Source: an optimization exercise on an open RTL-to-GDS flow (aim: a short achievable clock period and few clock cycles). Production flows keep margins and buffers that such runs may drop. The RTL was checked by simulation tests, not by an equivalence proof against the original design. Power figures rest on the tool's default switching activity, not on a simulated workload.

File: flow/design.v
module jemu_regexec (
    input  wire         clk,
    input  wire         rst,         
    input  wire         in_valid,
    input  wire [15:0]  in_op,
    output wire         in_ready,
    output wire         busy,
    input  wire [1:0]   dbg_bank,
    output wire [127:0] dbg_regs,    
    output wire         flag_z,
    output wire         flag_c,
    output wire [1:0]   cb,
    output wire [1:0]   ab
);
    localparam [4:0]
        C_NOP   = 5'd0,    
        C_ARITH = 5'd1,    
        C_WARITH= 5'd2,    
        C_CMP   = 5'd3,    
        C_INCF  = 5'd4,    
        C_LCRB  = 5'd5,
        C_LARB  = 5'd6,
        C_CPM   = 5'd7,
        C_MOV   = 5'd8,
        C_MOVM  = 5'd9,
        C_CLRM  = 5'd10,
        C_LOGI  = 5'd11,   
        C_RSHM  = 5'd12,
        C_LSHM  = 5'd13,
        C_MVAC  = 5'd14,
        C_MVCA  = 5'd15,
        C_MVACM = 5'd16,
        C_MVCAM = 5'd17;
    localparam S_IDLE = 1'b0, S_EXEC = 1'b1;
    reg  [3:0]  rf [0:127];          
    reg         z_q, c_q;
    reg  [1:0]  cb_q, ab_q;
    reg         state;
    reg  [15:0] op_q;
    reg  [2:0]  i_q;                 
    reg         carry_q;             
    assign in_ready = (state == S_IDLE);
    assign busy     = (state == S_EXEC);
    assign flag_z   = z_q;
    assign flag_c   = c_q;
    assign cb       = cb_q;
    assign ab       = ab_q;
    genvar g;
    generate
        for (g = 0; g < 32; g = g + 1) begin : g_dbg
            assign dbg_regs[4*g +: 4] = rf[{dbg_bank, g[4:0]}];
        end
    endgenerate
    wire [5:0] major = op_q[15:10];
    wire [4:0] fd    = op_q[9:5];
    wire [4:0] fs    = op_q[4:0];
    wire [3:0] imm4  = op_q[4:1];
    reg [4:0] cls;
    always @(*) begin
        case (major)
            6'h00, 6'h01, 6'h02, 6'h03,
            6'h04, 6'h05, 6'h06, 6'h07: cls = C_ARITH;
            6'h08, 6'h09, 6'h0A, 6'h0B: cls = C_WARITH;
            6'h0C, 6'h0D:               cls = C_CMP;
            6'h0E:                      cls = C_INCF;
            6'h0F: begin
                case (op_q[9:8])
                    2'b00:   cls = C_LCRB;
                    2'b10:   cls = C_LARB;
                    default: cls = C_NOP;    
                endcase
            end
            6'h10:                      cls = C_CPM;
            6'h11:                      cls = C_MOV;
            6'h12:                      cls = C_MOVM;
            6'h13:                      cls = C_CLRM;
            6'h14, 6'h15, 6'h16, 6'h17: cls = C_LOGI;
            6'h18:                      cls = C_RSHM;
            6'h19:                      cls = C_LSHM;
            6'h1A:                      cls = C_MVAC;
            6'h1B:                      cls = C_MVCA;
            6'h1C:                      cls = C_MVACM;
            6'h1D:                      cls = C_MVCAM;
            default:                    cls = C_NOP;
        endcase
    end
    wire [2:0] k     = fs[2:0] - fd[2:0];           
    wire [4:0] di    = fd + {2'b00, i_q};           
    wire [4:0] si    = fs - {2'b00, k} + {2'b00, i_q};    
    wire [2:0] lo3   = op_q[2:0];
    wire       inc_empty = (lo3 > fd[2:0]);
    wire [2:0] inc_last  = fd[2:0] - lo3;
    wire [4:0] inc_j     = {fd[4:3], lo3 + i_q};
    wire [2:0] cpm_p = k - i_q;
    wire [4:0] cpm_d = fd + {2'b00, cpm_p};
    wire [4:0] cpm_s = fs - {2'b00, k} + {2'b00, cpm_p};
    wire [2:0] rsh_p = k - i_q;
    function [4:0] add_el;       
        input [3:0] a, b;
        input       cin, bcd;
        reg   [5:0] r;
        begin
            r = {2'b00, a} + {2'b00, b} + {5'd0, cin};
            if (bcd && r > 6'd9) r = r + 6'd6;
            add_el = r[4:0];
        end
    endfunction
    function [4:0] sub_el;       
        input [3:0] a, b;
        input       bin, bcd;
        reg   [4:0] r;
        begin
            r = {1'b0, a} - {1'b0, b} - {4'd0, bin};
            if (bcd && r > 5'd9) r = r - 5'd6;
            sub_el = r;
        end
    endfunction
    reg  [1:0] ra_bank, rb_bank;
    reg  [4:0] ra_idx,  rb_idx;
    wire [3:0] ra = rf[{ra_bank, ra_idx}];
    wire [3:0] rb = rf[{rb_bank, rb_idx}];
    reg        we;
    reg  [1:0] w_bank;
    reg  [4:0] w_idx;
    reg  [3:0] w_val;
    reg        last;
    reg        set_z, set_c;
    reg        z_val, c_val;
    reg        carry_n;
    reg  [4:0] res;
    reg        is_sub, is_bcd;
    always @(*) begin
        ra_bank = cb_q;  ra_idx = fd;
        rb_bank = cb_q;  rb_idx = fs;
        we      = 1'b0;
        w_bank  = cb_q;  w_idx = fd;
        w_val   = 4'd0;
        last    = 1'b1;
        set_z   = 1'b0;  z_val = 1'b0;
        set_c   = 1'b0;  c_val = 1'b0;
        carry_n = carry_q;
        res     = 5'd0;
        is_sub  = op_q[10];
        is_bcd  = op_q[11];
        case (cls)
            C_ARITH: begin
                if (is_sub) res = sub_el(ra, op_q[12] ? imm4 : rb, 1'b0, is_bcd);
                else        res = add_el(ra, op_q[12] ? imm4 : rb, 1'b0, is_bcd);
                we    = 1'b1;
                w_val = res[3:0];
                set_c = 1'b1;  c_val = res[4];
                set_z = is_sub; z_val = (res[3:0] == 4'd0);
            end
            C_WARITH: begin
                ra_idx = di;
                rb_idx = si;
                if (is_sub) res = sub_el(ra, rb, carry_q, is_bcd);
                else        res = add_el(ra, rb, carry_q, is_bcd);
                we      = 1'b1;
                w_idx   = di;
                w_val   = res[3:0];
                carry_n = res[4];
                last    = (i_q == k);
                set_c   = last; c_val = res[4];
            end
            C_CMP: begin
                set_z = 1'b1;
                set_c = 1'b1;
                if (op_q[10]) begin
                    z_val = (ra == imm4);
                    c_val = (ra < imm4);
                end else begin
                    z_val = (ra == rb);
                    c_val = (ra < rb);
                end
            end
            C_INCF: begin
                ra_idx = inc_j;
                if (!inc_empty) begin
                    if (op_q[4]) res = sub_el(ra, 4'd0, carry_q, op_q[3]);
                    else         res = add_el(ra, 4'd0, carry_q, op_q[3]);
                    we      = 1'b1;
                    w_idx   = inc_j;
                    w_val   = res[3:0];
                    carry_n = res[4];
                    last    = (i_q == inc_last);
                    set_c   = last; c_val = res[4];
                end
            end
            C_CPM: begin
                ra_idx = cpm_d;
                rb_idx = cpm_s;
                if (ra != rb) begin
                    last  = 1'b1;
                    set_z = 1'b1; z_val = 1'b0;
                    set_c = 1'b1; c_val = (ra < rb);
                end else begin
                    last  = (i_q == k);
                    set_z = last; z_val = 1'b1;
                    set_c = last; c_val = 1'b0;
                end
            end
            C_MOV: begin
                we    = 1'b1;
                w_val = rb;
            end
            C_MOVM: begin
                rb_idx = fs - {2'b00, k} - {2'b00, i_q};
                we     = 1'b1;
                w_idx  = di;
                w_val  = rb;
                last   = (i_q == k);
            end
            C_CLRM: begin
                we    = 1'b1;
                w_idx = di;
                w_val = 4'd0;
                last  = (i_q == k);
            end
            C_LOGI: begin
                we = 1'b1;
                case (op_q[11:10])
                    2'b00: w_val = imm4;
                    2'b01: w_val = ra & imm4;
                    2'b10: w_val = ra | imm4;
                    2'b11: w_val = ra ^ imm4;
                endcase
            end
            C_RSHM: begin
                rb_idx = fd + {2'b00, rsh_p} - 5'd1;
                we     = 1'b1;
                w_idx  = fd + {2'b00, rsh_p};
                w_val  = (rsh_p == 3'd0) ? 4'd0 : rb;
                last   = (i_q == k);
            end
            C_LSHM: begin
                rb_idx = di + 5'd1;
                we     = 1'b1;
                w_idx  = di;
                w_val  = (i_q == k) ? 4'd0 : rb;
                last   = (i_q == k);
            end
            C_MVAC: begin
                rb_bank = ab_q;
                we      = 1'b1;
                w_val   = rb;
            end
            C_MVCA: begin
                we     = 1'b1;
                w_bank = ab_q;
                w_val  = rb;
            end
            C_MVACM: begin
                rb_bank = ab_q;
                rb_idx  = si;
                we      = 1'b1;
                w_idx   = di;
                w_val   = rb;
                last    = (i_q == k);
            end
            C_MVCAM: begin
                rb_idx = si;
                we     = 1'b1;
                w_bank = ab_q;
                w_idx  = di;
                w_val  = rb;
                last   = (i_q == k);
            end
            default: ;   
        endcase
    end
    integer n;
    always @(posedge clk) begin
        if (rst) begin
            state   <= S_IDLE;
            op_q    <= 16'd0;
            i_q     <= 3'd0;
            carry_q <= 1'b0;
            z_q     <= 1'b0;
            c_q     <= 1'b0;
            cb_q    <= 2'd0;
            ab_q    <= 2'd0;
            for (n = 0; n < 128; n = n + 1)
                rf[n] <= 4'd0;
        end else begin
            case (state)
                S_IDLE: begin
                    if (in_valid) begin
                        op_q    <= in_op;
                        i_q     <= 3'd0;
                        carry_q <= (in_op[15:10] == 6'h0E);
                        state   <= S_EXEC;
                    end
                end
                S_EXEC: begin
                    if (we)
                        rf[{w_bank, w_idx}] <= w_val;
                    if (set_z) z_q <= z_val;
                    if (set_c) c_q <= c_val;
                    if (cls == C_LCRB) cb_q <= op_q[1:0];
                    if (cls == C_LARB) ab_q <= op_q[1:0];
                    carry_q <= carry_n;
                    i_q     <= i_q + 3'd1;
                    if (last)
                        state <= S_IDLE;
                end
            endcase
        end
    end
endmodule
File: flow/run.sh
#!/bin/bash
# synth_recipe.tcl (not shown) runs the flow's synth.tcl, then flattens the netlist and writes it again
# the make line also repeats each setting of config.mk as NAME=value (left out here)
make -C /OpenROAD-flow-scripts/flow DESIGN_CONFIG=/design/flow/config.mk WORK_HOME=/design/flow/orfs CLKGATE_MAP_FILE= SYNTH_SCRIPT=/design/flow/synth_recipe.tcl finish
File: flow/config.mk
export PLATFORM = sky130hd
export DESIGN_NAME = jemu_regexec
export DESIGN_NICKNAME = jemu_regexec
export VERILOG_FILES = /design/flow/design.v
export SDC_FILE = /design/flow/constraint.sdc
export NUM_CORES = 4
export LEC_CHECK = 0
export CAP_MARGIN = 20
export CORE_MARGIN = 2
export CORE_UTILIZATION = 40
export PLACE_DENSITY = 0.6
export SLEW_MARGIN = 20
File: flow/constraint.sdc
create_clock -name core_clock -period 12.0 [get_ports {clk}]
set_input_delay 2.4000 -clock core_clock [delete_from_list [all_inputs] [get_ports {clk}]]
set_output_delay 2.4000 -clock core_clock [all_outputs]
set_load 0.01 [all_outputs]
==> results.json <==
{
  "wl_met2_microns": 75600,
  "firstDrtPassIters": 9,
  "synth_area_sq_um": 40100,
  "viasPerCell": 7.07,
  "grt-ovfl-total": 0,
  "antenna_left": 0,
  "wl_met1_microns": 69200,
  "power_switching_w": 0.00332,
  "whs_ns": 0.461,
  "ys_async_sr_fraction_pct": 0,
  "p_comb_share_pct": 45.5,
  "ys.flop_type": "edfxtp_1",
  "dr_wl_met3_microns": 29000,
  "setup_viol": 0,
  "synth_nets": 4187,
  "synth-edff-count": 512,
  "port-buffer-count": 156,
  "cap_viol_max_count": 0,
  "ys_ff_latch": 539,
  "grt_antenna_before_repair": 18,
  "cts_tree": "yes",
  "crit_type": "flop to flop",
  "finalCritPeriodShare_pct": 92.6,
  "grt_setup_unrepaired": "false",
  "max_stage_delay_ns": 0.98,
  "drcViolationCount": 0,
  "ys.warnings.count": 1,
  "post-cts-setup-buffers": 0,
  "power.leakage_nw": 15.4,
  "crit_top_cell": "a21oi_1",
  "grt_max_degree": 76,
  "grt_pass1_wl_microns": 264000,
  "crit_path_max_fanout": 61,
  "internal_power_w": 0.00427,
  "netlist_instances": 4080,
  "cts_max_level": 2,
  "fp.dieW_microns": 321,
  "start_kind": "flop",
  "fp.dieArea_sq_um": 103000,
  "ys_seq_area_share_pct": 39.7,
  "hold_class": "flop to flop",
  "core_area_sq_um": 99700,
  "skew_ns": 0.0485,
  "tightest_slew_ns": 1.27,
  "hpwl_microns": 133000,
  "critPathSlowestCell": "a221oi_1",
  "clk_pin_slew_worst_paths_ns": 0.06,
  "io_pins": 157,
  "start_util_pct": 40.2,
  "synth.distinct_cells": 113,
  "drive_gt1_share_pct": 14.0,
  "final_common_cell": "nand2_1",
  "finish.utilization_pct": 45.1,
  "insertion_delay_ns": 0.71,
  "routed.top_layer": "met5",
  "fin_nets": 4183,
  "layout_common_cells": "nand2_1, edfxtp_1, nor2_1",
  "ir_worst_vdd_v": 0.000159,
  "fin_crit_ns": 11.12,
  "clockBufferDepth": 3,
  "clockRootBuffer": "clkbuf_16",
  "dr_total_vias": 38400,
  "gp_congestion": 1.09,
  "p_sw_share_pct": 43.7,
  "grt_pass1_vias": 35000,
  "numCtsBuffers": 60,
  "area_delta_synth_final_pct": 12.2,
  "rows": 116,
  "drtIter0Drc": 6519,
  "endpoint_kind": "flop",
  "wl_microns": 190000,
  "track_usage_pct": 35.8,
  "crit_required_ns": 12.41,
  "p_per_area_nw_per_um2": 169,
  "hold_viol_final": 0,
  "worstPathArrival_ns": 11.53,
  "final_max_slew_viol_count": 0,
  "clock_power_share_pct": 24.8,
  "avgSynthCellArea_sq_um": 9.83,
  "fmax_ghz": 0.0900,
  "cts.sinks": 539,
  "outcome": "complete, no violations",
  "power_frac_seq_pct": 29.7,
  "max_slew_margin_pct": 14.7,
  "fillCellCount": 9401,
  "die_y_microns": 321,
  "wl_per_cell_microns": 35.0,
  "fin_tns_setup_ns": 0
}
[routing by layer]
layer	up-vias	GRT usage (%)
li1	15500	-
met1	18700	46.3
met2	3348	49.4
met3	832	13.3
met4	27	23.8
met5	-	2.27
[cells in the mapped netlist (all sizes together), types with 16 or more instances]
master	instances	area (sq um)
nand2	610	2300
edfxtp	512	15400
nor2	507	1910
mux2i	319	3190
a21oi	304	1900
buf	227	1340
o21ai	181	917
mux4	144	3240
clkbuf	132	495
nand3	91	465
ha	72	901
inv	66	248
a221oi	59	517
nor3	58	295
o211ai	53	417
a211oi	48	360
nor4	36	259
a31oi	33	206
a21boi	32	240
o21a	32	240
xnor2	31	272
a311oi	30	293
o221ai	28	245
and3	27	169
dfxtp	27	541
a32oi	26	235
mux2	26	293
a221o	23	230
nor2b	18	113
o22ai	18	113
a22oi	17	128
nand2b	17	106
or3	16	100
[stage by stage]
stage	instances	setup WS, ns	cell area (sq um)	total power (W)
finish	5428	0.885	45000	0.00759
global route	5423	0.322	45000	0.00778
CTS	5420	1.30	44900	0.00746
global placement	5310	1.38	43000	0.00559
detailed placement	5310	1.34	43000	0.00560
floorplan	4080	3.03	40100	0.00444
[cell families (layout without fill, tap and decap cells)]
group                      Yosys count  in the layout  synth area share, %
AOI/OAI and AO/OA                 1025           1025                 18.3
xor gates and xnor gates            47             47                 1.06
adders and majority gates           86             86                 2.95
buffers and inverters              427            471                 5.21
DFF                                539            539                 39.7
muxes                              489            489                 16.8
other                                0              6                    0
and+or+nand+nor                   1467           1467                 16.0
[power by group through the flow]
| stage | sequential [W] | combinational [W] | clock, W |
|---|---|---|---|
| finish | 0.00225 | 0.00346 | 0.00188 |
| global route | 0.00225 | 0.00359 | 0.00195 |
| CTS | 0.00224 | 0.00334 | 0.00188 |
| detailed placement | 0.00228 | 0.00332 | 0 |
| global placement | 0.00228 | 0.00332 | 0 |
| floorplan | 0.00220 | 0.00224 | 0 |
[critical path: cells and delay by family (launching register included)]
kind / cells / cell delay [ns]
AOI/OAI and AO/OA: 13 / 4.41
and+or+nand+nor: 9 / 1.98
adders and majority gates: 4 / 1.47
buffers and inverters: 6 / 1.32
DFF: 1 / 0.62
xor gates and xnor gates: 2 / 0.56
muxes: 2 / 0.42
[timing repair]
action	4_1_cts	5_1_grt
hold buffers	0	0
gates resized for setup	0	1
setup endpoints to repair	0	2
[state kept, by name, summed over array words and instances (netlist names)]
signal,cells
ab_q,2
c_q,1
carry_q,1
cb_q,2
i_q,3
op_q,16
rf,512
state,1
z_q,1
[path summary, 6_finish.rpt]
path / cells past startpoint / endpoint / slack, ns / start
hold reg to reg: 2 / op_q[5] / 0.46 / op_q[5]
setup reg to reg: 36 / rf[16][1] / 0.88 / op_q[13]
setup / recovery: 36 / rf[16][1] / 0.88 / op_q[13]
hold / removal: 2 / op_q[5] / 0.46 / op_q[5]
[final cells by class]
| type | instances | area [sq um] | area share, % |
|---|---|---|---|
| multi-input combinational | 3114 | 22300 | 49.7 |
| sequential | 539 | 15900 | 35.4 |
| timing repair buffer | 293 | 2880 | 6.40 |
| tap | 1298 | 1620 | 3.61 |
| clock buffer | 70 | 1560 | 3.47 |
| clock inverter | 40 | 395 | 0.879 |
| inverter | 68 | 258 | 0.573 |
| antenna | 6 | 15.0 | 0.0334 |
Testbench counts, summed over its fixed seeds: cycles 105,766.

==> what the ideal ports hide <==
In the flow no input, the clock included, has a driving cell. The finished layout below was timed again as built, in two steps.
Step 1: set_driving_cell puts a clkbuf_16 on clk and a buf_2 on each other input, an assumption about the parent block.
Step 2 times the ports against the registers' clock, not the clock port: input delays grow and output delays shrink by t, the midpoint of the rising clock arrivals with the driver on.
Three values: ideal, step 1, step 2; two values: the first two.
t (ns): 0.755
slack for setup (ns): 0.885 / 0.885 / 0.885
hold WS [ns]: 0.461 / 0.461 / 0.461
worst data-port slew with drivers (ns): 0.04
pins driven straight from the clock port: 1
After both steps this run still meets setup and hold. For this run, drivers alone change the setup slack by 0.000 ns; drivers and shift together by 0.000 ns.
